Source: an optimization exercise on an open RTL-to-GDS flow (aim: small area, a short achievable clock period and few clock cycles per item). Production flows keep margins and buffers that such runs may drop.
The RTL was checked by simulation tests, not by an equivalence proof against the original design.

==> design/flow/design.v <==
module arith_fadd (
    input  wire [31:0] a,
    input  wire [31:0] b,
    output reg  [31:0] y
);
    wire        a_zero = (a[30:23] == 8'd0);
    wire        b_zero = (b[30:23] == 8'd0);
    wire        a_big  = (a[30:0] >= b[30:0]);
    wire [31:0] big    = a_big ? a : b;
    wire [31:0] sml  = a_big ? b : a;
    wire [23:0] m_big  = (big[30:23]   == 8'd0) ? 24'd0 : {1'b1, big[22:0]};
    wire [23:0] m_sml  = (sml[30:23] == 8'd0) ? 24'd0 : {1'b1, sml[22:0]};
    wire [7:0]  diff   = big[30:23] - sml[30:23];
    wire [5:0]  shamt  = (diff > 8'd63) ? 6'd63 : diff[5:0];
    wire        eff_sub = a[31] ^ b[31];
    wire [99:0] sml_wide = {m_sml, 26'd0, 50'd0} >> shamt;
    wire [49:0] sml_al   = sml_wide[99:50];
    wire        sticky   = |sml_wide[49:0];
    wire [51:0] opa = {1'b0, m_big, 26'd0, 1'b0};
    wire [51:0] opb = {1'b0, sml_al, sticky};
    wire [51:0] sum = eff_sub ? (opa - opb) : (opa + opb);
    reg  [5:0] lead;
    integer i;
    always @* begin
        lead = 6'd0;
        for (i = 0; i < 52; i = i + 1)
            if (sum[i]) lead = i[5:0];
    end
    wire [51:0] norm  = sum << (6'd51 - lead);
    wire [23:0] mant  = norm[51:28];
    wire        guard = norm[27];
    wire        rest  = |norm[26:0];
    wire        inc   = guard & (rest | mant[0]);
    wire [24:0] mant_r = {1'b0, mant} + {24'd0, inc};
    wire [8:0]  exp_n  = {1'b0, big[30:23]} + {3'd0, lead} - 9'd50;
    wire [8:0]  exp_r  = mant_r[24] ? exp_n + 9'd1 : exp_n;
    wire [22:0] frac_r = mant_r[24] ? mant_r[23:1] : mant_r[22:0];
    always @* begin
        if (sum == 52'd0)
            y = {(a_zero & b_zero) ? (a[31] & b[31]) : 1'b0, 31'd0};
        else
            y = {big[31], exp_r[7:0], frac_r};
    end
endmodule
module arith_fmul (
    input  wire [31:0] a,
    input  wire [31:0] b,
    output reg  [31:0] y
);
    wire        zero = (a[30:23] == 8'd0) || (b[30:23] == 8'd0);
    wire        sign = a[31] ^ b[31];
    wire [47:0] prod = {1'b1, a[22:0]} * {1'b1, b[22:0]};
    wire        top  = prod[47];
    wire [23:0] mant  = top ? prod[47:24] : prod[46:23];
    wire        guard = top ? prod[23]    : prod[22];
    wire        rest  = top ? |prod[22:0] : |prod[21:0];
    wire        inc   = guard & (rest | mant[0]);
    wire [24:0] mant_r = {1'b0, mant} + {24'd0, inc};
    wire [9:0]  exp_n  = {2'd0, a[30:23]} + {2'd0, b[30:23]} - 10'd127 + {9'd0, top};
    wire [9:0]  exp_r  = mant_r[24] ? exp_n + 10'd1 : exp_n;
    wire [22:0] frac_r = mant_r[24] ? mant_r[23:1] : mant_r[22:0];
    always @* begin
        if (zero)
            y = {sign, 31'd0};
        else
            y = {sign, exp_r[7:0], frac_r};
    end
endmodule
module arith_fdivi (
    input  wire        clk,
    input  wire        rst,
    input  wire        start,
    input  wire [7:0]  n,
    input  wire [7:0]  d,
    output reg         done,
    output wire [31:0] y
);
    reg [2:0] lz_n, lz_d;
    integer i;
    always @* begin
        lz_n = 3'd0;
        lz_d = 3'd0;
        for (i = 0; i < 8; i = i + 1) begin
            if (n[i]) lz_n = 3'd7 - i[2:0];
            if (d[i]) lz_d = 3'd7 - i[2:0];
        end
    end
    wire [7:0] n_norm = n << lz_n;
    wire [7:0] d_norm = d << lz_d;
    wire       n_ge   = (n_norm >= d_norm);
    reg        busy;
    reg        zero;
    reg [4:0]  count;
    reg [8:0]  rem;
    reg [7:0]  div;
    reg [24:0] q;         
    reg [7:0]  expo;
    wire [8:0] diff = rem - {1'b0, div};
    wire       fits = (rem >= {1'b0, div});
    always @(posedge clk) begin
        done <= 1'b0;
        if (rst) begin
            busy <= 1'b0;
        end else if (start) begin
            zero  <= (n == 8'd0);
            div   <= d_norm;
            rem   <= n_ge ? {1'b0, n_norm} : {n_norm, 1'b0};
            expo  <= 8'd127 + {5'd0, lz_d} - {5'd0, lz_n} - {7'd0, ~n_ge};
            count <= 5'd0;
            q     <= 25'd0;
            busy  <= (n != 8'd0);
            done  <= (n == 8'd0);
        end else if (busy) begin
            q     <= {q[23:0], fits};
            rem   <= {(fits ? diff[7:0] : rem[7:0]), 1'b0};
            count <= count + 5'd1;
            if (count == 5'd24) begin
                busy <= 1'b0;
                done <= 1'b1;
            end
        end
    end
    wire        sticky = (rem != 9'd0);
    wire        inc    = q[0] & (sticky | q[1]);
    wire [24:0] mant_r = {1'b0, q[24:1]} + {24'd0, inc};
    wire [7:0]  exp_r  = mant_r[24] ? expo + 8'd1 : expo;
    wire [22:0] frac_r = mant_r[24] ? mant_r[23:1] : mant_r[22:0];
    assign y = zero ? 32'd0 : {1'b0, exp_r, frac_r};
endmodule
module arith_compress (
    input  wire        clk,
    input  wire        rst,         
    input  wire        in_valid,
    output wire        in_ready,
    input  wire [95:0] in_pix,      
    input  wire [7:0]  in_denom,
    output reg         out_valid,
    output reg  [31:0] out_cw,
    output reg  [1:0]  out_fault    
);
    localparam [31:0] F_ZERO    = 32'h00000000;
    localparam [31:0] F_ONE     = 32'h3F800000;
    localparam [31:0] F_HALF    = 32'h3F000000;
    localparam [31:0] F_MHALF   = 32'hBF000000;
    localparam [31:0] F_LIM     = 32'h3E99999A;   
    localparam [31:0] F_MLIM    = 32'hBE99999A;
    localparam [31:0] K_0299    = 32'h3E991687;
    localparam [31:0] K_0587    = 32'h3F1645A2;
    localparam [31:0] K_0114    = 32'h3DE978D5;
    localparam [31:0] K_M168736 = 32'hBE2CC921;   
    localparam [31:0] K_331264  = 32'h3EA99B6F;
    localparam [31:0] K_05      = 32'h3F000000;
    localparam [31:0] K_418688  = 32'h3ED65E46;
    localparam [31:0] K_081312  = 32'h3DA686E8;
    localparam [31:0] K_1033    = 32'h42CE999A;   
    localparam [3:0] R_Y0 = 4'd0, R_Y1 = 4'd1, R_Y2 = 4'd2, R_Y3 = 4'd3;
    localparam [3:0] R_SPB = 4'd4, R_SPR = 4'd5;
    localparam [3:0] R_FR = 4'd6, R_FG = 4'd7, R_FB = 4'd8;
    localparam [3:0] R_T1 = 4'd9, R_T2 = 4'd10, R_T3 = 4'd11;
    localparam [2:0] OP_DIV = 3'd0, OP_MULK = 3'd1, OP_ADD = 3'd2, OP_SUB = 3'd3,
                     OP_MOV = 3'd4, OP_DIV4 = 3'd5;
    localparam [1:0] CL_NONE = 2'd0, CL_01 = 2'd1, CL_CHR = 2'd2, CL_03 = 2'd3;
    localparam [1:0] S_IDLE = 2'd0, S_LANE = 2'd1, S_TAIL = 2'd2, S_DONE = 2'd3;
    reg [1:0]  state;
    reg [1:0]  lane;
    reg [4:0]  step;
    reg [95:0] pix;
    reg [7:0]  denom;
    reg [31:0] rf [0:11];
    assign in_ready = (state == S_IDLE);
    function [31:0] fkey(input [31:0] x);
        if (x[30:0] == 31'd0) fkey = 32'h80000000;
        else if (x[31])       fkey = ~x;
        else                  fkey = {1'b1, x[30:0]};
    endfunction
    function flt(input [31:0] x, input [31:0] z);
        flt = fkey(x) < fkey(z);
    endfunction
    function [31:0] clampf(input [31:0] x, input [31:0] lo, input [31:0] hi);
        if (flt(x, lo))      clampf = lo;
        else if (flt(hi, x)) clampf = hi;
        else                 clampf = x;
    endfunction
    function [3:0] chroma_index(input [31:0] v);
        reg [31:0] edges [1:15];
        integer j;
        begin
            edges[1]  = 32'hBEE00000; edges[2]  = 32'hBEC00000; edges[3]  = 32'hBEA00000;
            edges[4]  = 32'hBE800000; edges[5]  = 32'hBE400000; edges[6]  = 32'hBE000000;
            edges[7]  = 32'hBD800000; edges[8]  = 32'h00000000; edges[9]  = 32'h3D800000;
            edges[10] = 32'h3E000000; edges[11] = 32'h3E400000; edges[12] = 32'h3E800000;
            edges[13] = 32'h3EA00000; edges[14] = 32'h3EC00000; edges[15] = 32'h3EE00000;
            chroma_index = 4'd0;
            for (j = 1; j <= 15; j = j + 1)
                if (!flt(v, edges[j])) chroma_index = chroma_index + 4'd1;
        end
    endfunction
    function [6:0] quant_a(input [31:0] x);
        reg [7:0] sh;
        reg [23:0] m;
        begin
            m  = {1'b1, x[22:0]};
            sh = 8'd144 - x[30:23];
            if (x[30:23] == 8'd0 || sh > 8'd23) quant_a = 7'd0;
            else                               quant_a = m >> sh;
        end
    endfunction
    function [5:0] trunc6(input [31:0] x);
        reg [7:0] sh;
        reg [23:0] m;
        reg [5:0] mag;
        begin
            m  = {1'b1, x[22:0]};
            sh = 8'd150 - x[30:23];
            if (x[30:23] == 8'd0 || sh > 8'd23) mag = 6'd0;
            else                               mag = m >> sh;
            trunc6 = x[31] ? (6'd0 - mag) : mag;
        end
    endfunction
    reg [2:0]  op;
    reg [3:0]  dst, src_a, src_b;
    reg [31:0] kconst;
    reg [1:0]  chan;    
    reg [1:0]  clamp;
    always @* begin
        op = OP_MOV; dst = R_T1; src_a = R_T1; src_b = R_T2;
        kconst = F_ZERO; chan = 2'd0; clamp = CL_NONE;
        if (state == S_LANE) begin
            case (step)
            5'd0:  begin op = OP_DIV; dst = R_FR; chan = 2'd0; end
            5'd1:  begin op = OP_DIV; dst = R_FG; chan = 2'd1; end
            5'd2:  begin op = OP_DIV; dst = R_FB; chan = 2'd2; end
            5'd3:  begin op = OP_MULK; dst = R_T1; src_a = R_FR; kconst = K_0299; end
            5'd4:  begin op = OP_MULK; dst = R_T2; src_a = R_FG; kconst = K_0587; end
            5'd5:  begin op = OP_ADD;  dst = R_T1; src_a = R_T1; src_b = R_T2; end
            5'd6:  begin op = OP_MULK; dst = R_T2; src_a = R_FB; kconst = K_0114; end
            5'd7:  begin op = OP_ADD;  dst = {2'b00, lane}; src_a = R_T1; src_b = R_T2; clamp = CL_01; end
            5'd8:  begin op = OP_MULK; dst = R_T1; src_a = R_FR; kconst = K_M168736; end
            5'd9:  begin op = OP_MULK; dst = R_T2; src_a = R_FG; kconst = K_331264; end
            5'd10: begin op = OP_SUB;  dst = R_T1; src_a = R_T1; src_b = R_T2; end
            5'd11: begin op = OP_MULK; dst = R_T2; src_a = R_FB; kconst = K_05; end
            5'd12: begin op = OP_ADD;  dst = R_T1; src_a = R_T1; src_b = R_T2; clamp = CL_CHR; end
            5'd13: begin
                       dst = R_SPB;
                       if (lane == 2'd0) begin op = OP_MOV; src_a = R_T1; end
                       else begin op = OP_ADD; src_a = R_SPB; src_b = R_T1; end
                   end
            5'd14: begin op = OP_MULK; dst = R_T1; src_a = R_FR; kconst = K_05; end
            5'd15: begin op = OP_MULK; dst = R_T2; src_a = R_FG; kconst = K_418688; end
            5'd16: begin op = OP_SUB;  dst = R_T1; src_a = R_T1; src_b = R_T2; end
            5'd17: begin op = OP_MULK; dst = R_T2; src_a = R_FB; kconst = K_081312; end
            5'd18: begin op = OP_SUB;  dst = R_T1; src_a = R_T1; src_b = R_T2; clamp = CL_CHR; end
            default: begin
                       dst = R_SPR;
                       if (lane == 2'd0) begin op = OP_MOV; src_a = R_T1; end
                       else begin op = OP_ADD; src_a = R_SPR; src_b = R_T1; end
                   end
            endcase
        end else if (state == S_TAIL) begin
            case (step)
            5'd0:  begin op = OP_DIV4; dst = R_SPB; src_a = R_SPB; clamp = CL_CHR; end
            5'd1:  begin op = OP_DIV4; dst = R_SPR; src_a = R_SPR; clamp = CL_CHR; end
            5'd2:  begin op = OP_ADD; dst = R_T1; src_a = R_Y3; src_b = R_Y2; end   
            5'd3:  begin op = OP_ADD; dst = R_FR; src_a = R_T1; src_b = R_Y1; end
            5'd4:  begin op = OP_ADD; dst = R_FR; src_a = R_FR; src_b = R_Y0; end   
            5'd5:  begin op = OP_SUB; dst = R_FG; src_a = R_T1; src_b = R_Y1; end
            5'd6:  begin op = OP_SUB; dst = R_FG; src_a = R_FG; src_b = R_Y0; end   
            5'd7:  begin op = OP_SUB; dst = R_T2; src_a = R_Y3; src_b = R_Y2; end   
            5'd8:  begin op = OP_ADD; dst = R_FB; src_a = R_T2; src_b = R_Y1; end
            5'd9:  begin op = OP_SUB; dst = R_FB; src_a = R_FB; src_b = R_Y0; end   
            5'd10: begin op = OP_SUB; dst = R_T3; src_a = R_T2; src_b = R_Y1; end
            5'd11: begin op = OP_ADD; dst = R_T3; src_a = R_T3; src_b = R_Y0; end   
            5'd12: begin op = OP_DIV4; dst = R_FR; src_a = R_FR; clamp = CL_01; end   
            5'd13: begin op = OP_DIV4; dst = R_FG; src_a = R_FG; clamp = CL_03; end   
            5'd14: begin op = OP_DIV4; dst = R_FB; src_a = R_FB; clamp = CL_03; end   
            5'd15: begin op = OP_DIV4; dst = R_T3; src_a = R_T3; clamp = CL_03; end   
            5'd16: begin op = OP_MULK; dst = R_FG; src_a = R_FG; kconst = K_1033; end
            5'd17: begin op = OP_MULK; dst = R_FB; src_a = R_FB; kconst = K_1033; end
            default: begin op = OP_MULK; dst = R_T3; src_a = R_T3; kconst = K_1033; end
            endcase
        end
    end
    wire [31:0] opa = rf[src_a];
    wire [31:0] opb = rf[src_b];
    wire [23:0] lane_px = pix[24*lane +: 24];
    reg  [7:0]  chan_val;
    always @* begin
        case (chan)
        2'd0:    chan_val = lane_px[23:16];
        2'd1:    chan_val = lane_px[15:8];
        default: chan_val = lane_px[7:0];
        endcase
    end
    reg         div_wait;
    wire        div_done;
    wire        is_div   = (state == S_LANE) && (op == OP_DIV);
    wire        div_start = is_div && !div_wait;
    wire        advance  = !is_div || (div_wait && div_done);
    wire [31:0] div_y, mul_y, add_y;
    arith_fdivi u_div (.clk(clk), .rst(rst), .start(div_start), .n(chan_val), .d(denom),
                       .done(div_done), .y(div_y));
    arith_fmul  u_mul (.a(opa), .b(kconst), .y(mul_y));
    arith_fadd  u_add (.a(opa), .b((op == OP_SUB) ? {~opb[31], opb[30:0]} : opb), .y(add_y));
    reg [31:0] alu_y;
    always @* begin
        case (op)
        OP_DIV:  alu_y = div_y;
        OP_MULK: alu_y = mul_y;
        OP_ADD,
        OP_SUB:  alu_y = add_y;
        OP_DIV4: alu_y = (opa[30:23] == 8'd0) ? opa : {opa[31], opa[30:23] - 8'd2, opa[22:0]};
        default: alu_y = opa;
        endcase
    end
    reg [31:0] wr_y;
    always @* begin
        case (clamp)
        CL_01:   wr_y = clampf(alu_y, F_ZERO, F_ONE);
        CL_CHR:  wr_y = clampf(alu_y, F_MHALF, F_HALF);
        CL_03:   wr_y = clampf(alu_y, F_MLIM, F_LIM);
        default: wr_y = alu_y;
        endcase
    end
    wire [6:0] q_a   = quant_a(rf[R_FR]);
    wire [5:0] q_b   = trunc6(rf[R_FG]);
    wire [5:0] q_c   = trunc6(rf[R_FB]);
    wire [5:0] q_d   = trunc6(rf[R_T3]);
    wire [3:0] q_ipb = chroma_index(rf[R_SPB]);
    wire [3:0] q_ipr = chroma_index(rf[R_SPR]);
    always @(posedge clk) begin
        if ((state == S_LANE || state == S_TAIL) && advance)
            rf[dst] <= wr_y;
    end
    always @(posedge clk) begin
        if (rst)             div_wait <= 1'b0;
        else if (div_start)  div_wait <= 1'b1;
        else if (div_done)   div_wait <= 1'b0;
    end
    always @(posedge clk) begin
        if (rst) begin
            state     <= S_IDLE;
            lane      <= 2'd0;
            step      <= 5'd0;
            out_valid <= 1'b0;
        end else begin
            out_valid <= 1'b0;
            case (state)
            S_IDLE: begin
                if (in_valid) begin
                    pix   <= in_pix;
                    denom <= in_denom;
                    lane  <= 2'd0;
                    step  <= 5'd0;
                    state <= (in_denom == 8'd0) ? S_DONE : S_LANE;
                end
            end
            S_LANE: begin
                if (!advance) begin
                end else if (step == 5'd19) begin
                    step <= 5'd0;
                    lane <= lane + 2'd1;
                    if (lane == 2'd3) state <= S_TAIL;
                end else begin
                    step <= step + 5'd1;
                end
            end
            S_TAIL: begin
                if (step == 5'd18) state <= S_DONE;
                else               step  <= step + 5'd1;
            end
            default: begin   
                out_valid <= 1'b1;
                if (denom == 8'd0) begin
                    out_fault <= 2'd2;
                    out_cw    <= 32'd0;
                end else if (q_a > 7'd63) begin
                    out_fault <= 2'd1;
                    out_cw    <= 32'd0;
                end else begin
                    out_fault <= 2'd0;
                    out_cw    <= {q_a[5:0], q_b, q_c, q_d, q_ipb, q_ipr};
                end
                state <= S_IDLE;
            end
            endcase
        end
    end
endmodule
==> design/flow/run.sh <==
#!/bin/bash
# synth_recipe.tcl (not shown) runs the flow's synth.tcl, then flattens the netlist and writes it again
# the make line also repeats each setting of config.mk as NAME=value (left out here)
make -C /OpenROAD-flow-scripts/flow DESIGN_CONFIG=/design/flow/config.mk WORK_HOME=/design/flow/orfs CLKGATE_MAP_FILE= SYNTH_SCRIPT=/design/flow/synth_recipe.tcl finish
==> design/flow/config.mk <==
export PLATFORM = sky130hd
export DESIGN_NAME = arith_compress
export DESIGN_NICKNAME = arith_compress
export VERILOG_FILES = /design/flow/design.v
export SDC_FILE = /design/flow/constraint.sdc
export NUM_CORES = 4
export LEC_CHECK = 0
export CAP_MARGIN = 20
export CORE_MARGIN = 2
export CORE_UTILIZATION = 30
export SLEW_MARGIN = 20
==> design/flow/constraint.sdc <==
create_clock -name core_clock -period 28.0 [get_ports {clk}]
set_input_delay 5.6000 -clock core_clock [delete_from_list [all_inputs] [get_ports {clk}]]
set_output_delay 5.6000 -clock core_clock [all_outputs]
set_load 0.01 [all_outputs]
==> results.txt <==
per-layer routing:
layer	part of all wire, %	vias to the layer above	routed length [um]
li1	-	32100	-
met3	9.7	988	35800
met5	0.011	-	41
met1	40	37500	147000
met4	7.5	6	27700
met2	43	4585	157000
placed cells by master, fill, tap and decap left out, drive strengths merged, types with 201 or more instances in the layout:
master,n
a21oi,495
nor2,884
nand3,307
edfxtp,577
inv,752
nor3,213
ha,372
o21ai,400
nand2,1050
mux2i,201
fa,485
buf,280
cell usage after synthesis, types with 100 or more instances:
cell type  number
nand2_1      1042
nor2_1        875
inv_1         739
edfxtp_1      577
a21oi_1       489
fa_1          485
ha_1          372
clkbuf_1      345
o21ai_0       318
nand3_1       304
mux2i_1       201
nor3_1        200
xnor2_1       200
mux4_2        126
nand4_1       113
a211oi_1      110
and2_1        103
a21o_1        100
worst min-delay path by stage:
stage	start	end	slack, ns	depth (start not counted)
final	state[1]	state[1]	0.49	2
after global routing	state[1]	state[1]	0.53	2
after CTS	div_wait	div_wait	0.50	2
after detailed placement	div_wait	div_wait	0.49	2
after global placement	state[0]	state[0]	0.47	2
after floorplan	state[0]	state[0]	0.47	2
through the flow:
| stage | cell area (um2) | utilization (%) |
|---|---|---|
| after floorplan | 76500 | - |
| after global placement | 82300 | 32.4 |
| after detailed placement | 82300 | 32.4 |
| after CTS | 84500 | 33.3 |
| after global routing | 84600 | 33.4 |
| final | 84600 | 33.4 |
flip-flops by register name, indices dropped and copies added (netlist names), named ones only:
register / count
u_div.zero: 1
step: 5
u_div.rem: 9
div_wait: 1
out_fault: 2
u_div.q: 25
denom: 8
rf: 384
lane: 2
u_div.count: 5
out_valid: 1
u_div.done: 1
pix: 96
out_cw: 32
u_div.div: 8
u_div.expo: 7
state: 2
u_div.busy: 1
layout make-up:
class | count | area, um2
inverters | 759 | 2850
diodes | 3 | 7.51
multi-input cells | 6965 | 53800
clock buffers | 82 | 1780
repair buffers | 424 | 3610
fillers | 26400 | 169000
flip-flops and latches | 607 | 17900
well taps | 3366 | 4210
clock inverters | 43 | 443
logic make-up after synthesis:
kind of cell | after synthesis | share of synthesized area (%)
xor+xnor | 285 | 3.26
buf+inv | 1278 | 6.82
fa+ha+maj | 857 | 18.8
mux | 396 | 7.37
simple gates | 3235 | 20.1
flops | 607 | 23.4
compound gates | 2192 | 20.2
worst max-delay path: cells and delay by family, from the launching register on:
kind | cells | cell delay [ns]
AOI/OAI and AO/OA | 37 | 11.48
xor gates and xnor gates | 1 | 0.11
adders and majority gates | 5 | 2.08
buffers and inverters | 7 | 2.13
DFF | 1 | 0.83
muxes | 3 | 1.13
and+or+nand+nor | 23 | 7.25
==> impl_metrics.csv <==
group,metric,value,unit
synthesis,ys.flop_type,"edfxtp_1",
synthesis,yosys_warnings,6,
critical_path,endpoint_kind,"flip-flop",
critical_path,cp_common_cell,"a21oi_1",
global_routing,grt.total_usage,27.5,%
critical_path,r2r-end,"rf[7][8]",
placement,io_buffers,142,
clock_network,cts_hold_buf,0,
clock_network,post_cts_buffers,0,
route,via_count,75200,
route,wl,367,mm
synthesis,syn_area,76500,um2
timing,slew_violations,0,
floorplanning,start_util,30.1,%
timing,fin_crit_sh,90.9,%
timing,clock_skew,0.0594,ns
timing,min_period,25.46,ns
floorplanning,rows,185,
route,ant_nets,0,
clock_network,path_clk_slew,0.06,ns
global_routing,grt_most_used_layer,"met2",
clock_network,cts-root-buf,"clkbuf_16",
global_routing,grt_pass1_vias,72100,
synthesis,synth_cells,8850,
clock_network,insertion_delay,0.74,ns
synthesis,synth_area_leaders,"edfxtp_1 (23%), fa_1 (13%), ha_1 (6.1%)",
critical_path,start_kind,"flip-flop",
clock_network,cts_tree,"done",
global_routing,antenna_found_initial,12,
global_routing,grt_max_degree,69,
synthesis,netlist.area_leader.share,22.7,%
placement,hpwl,287,mm
timing,hold_viol,0,
critical_path,critPathArrivalTime,25.81,ns
route,drc,0,
floorplanning,dieArea,259000,um2
cells_and_area,layoutNonFillerInstCount,12200,
synthesis,ys_seq_area_share,23.4,%
timing,tightest_slew,1.27,ns
critical_path,worst-path-max-fanout,36,
timing,timing.slew.headroom,15.5,%
placement,gp_congestion,1.05,
synthesis,ys_ff_latch,607,
cells_and_area,drive_gt1_share,9.86,%
synthesis,yosysTopAreaCell,"edfxtp_1",
critical_path,max_stage_delay,0.94,ns
cells_and_area,final_nets,9790,
timing,fin_ws,2.54,ns
min_path,hp-class,"flip-flop to flip-flop",
clock_network,cts_resized,0,
critical_path,reg2reg_slack,2.54,ns
route,drt-pass1-iter-count,7,
timing,rsz0062_at_grt,"false",
cells_and_area,syn2layout_area_growth,10.7,%
critical_path,critPathLaunch,"step[4]",
placement,place_ws,3.51,ns
global_routing,grt_overflow_total,0,
placement,place_inst,12100,
global_routing,met2_usage,41.3,%
timing,fmax,39.3,MHz
floorplanning,design.portCount,143,
clock_network,numCtsBuffers,69,
run_status,outcome,"complete, no violations",
synthesis,synth-async-reset-ratio,0,%
synthesis,synth_fp_nets,9814,
synthesis,synth.avg_cell_area,8.64,um2
critical_path,critical_path_class,"flip-flop to flip-flop",
critical_path,cp_slowest_cell,"a21oi_1",
global_routing,use_met3,5.73,%
route,via_per_inst,6.14,
timing,finalSetupTns,0,ns
global_routing,grt_pass1_wl,523,mm
clock_network,cts_max_level,3,
floorplanning,die_x,509,um
floorplanning,fp.coreArea,254000,um2
route,drt_iter0_markers,10100,
clock_network,clock_path_buffers,3,
critical_path,reg2reg_depth,76,
synthesis,ys_types,148,
critical_path,worst_ep_required_time,28.34,ns
clock_network,tritoncts_num_sinks,607,
critical_path,r2r_start,"step[4]",
timing,whs,0.494,ns
global_routing,met1_usage,36.1,%
run,drv_cap,0,
critical_path,endpoint,"rf[7][8]",
floorplanning,die_y,509,um
route,wl_per_cell,30.0,um
synthesis,synth-edff-count,577,
timing,setup_viol,0,
Testbench counts, summed over its fixed seeds: cycles 1,313,133, blocks 3,200.

afterwards: timing with drivers on the ports:
No port has a modelled driver above. Below, the same layout with a new extraction and two added sets of constraints. Step 1 assumes that a clkbuf_16 drives the clock port and a buf_2 every other input. Step 2 also shifts input and output timing later by t, the mid clock arrival at the registers, as if the neighbouring blocks saw the same clock. Slacks: ideal / step 1 / step 2; pairs: ideal / step 1.
shift t [ns]: 0.796
setup slack, ns: 2.535 / 2.535 / 2.535
worst data-port slew with drivers (ns): 0.07
After both steps setup and hold are still met in this run. The setup slack of this run moves by 0.000 ns with the drivers and by 0.000 ns with both steps.
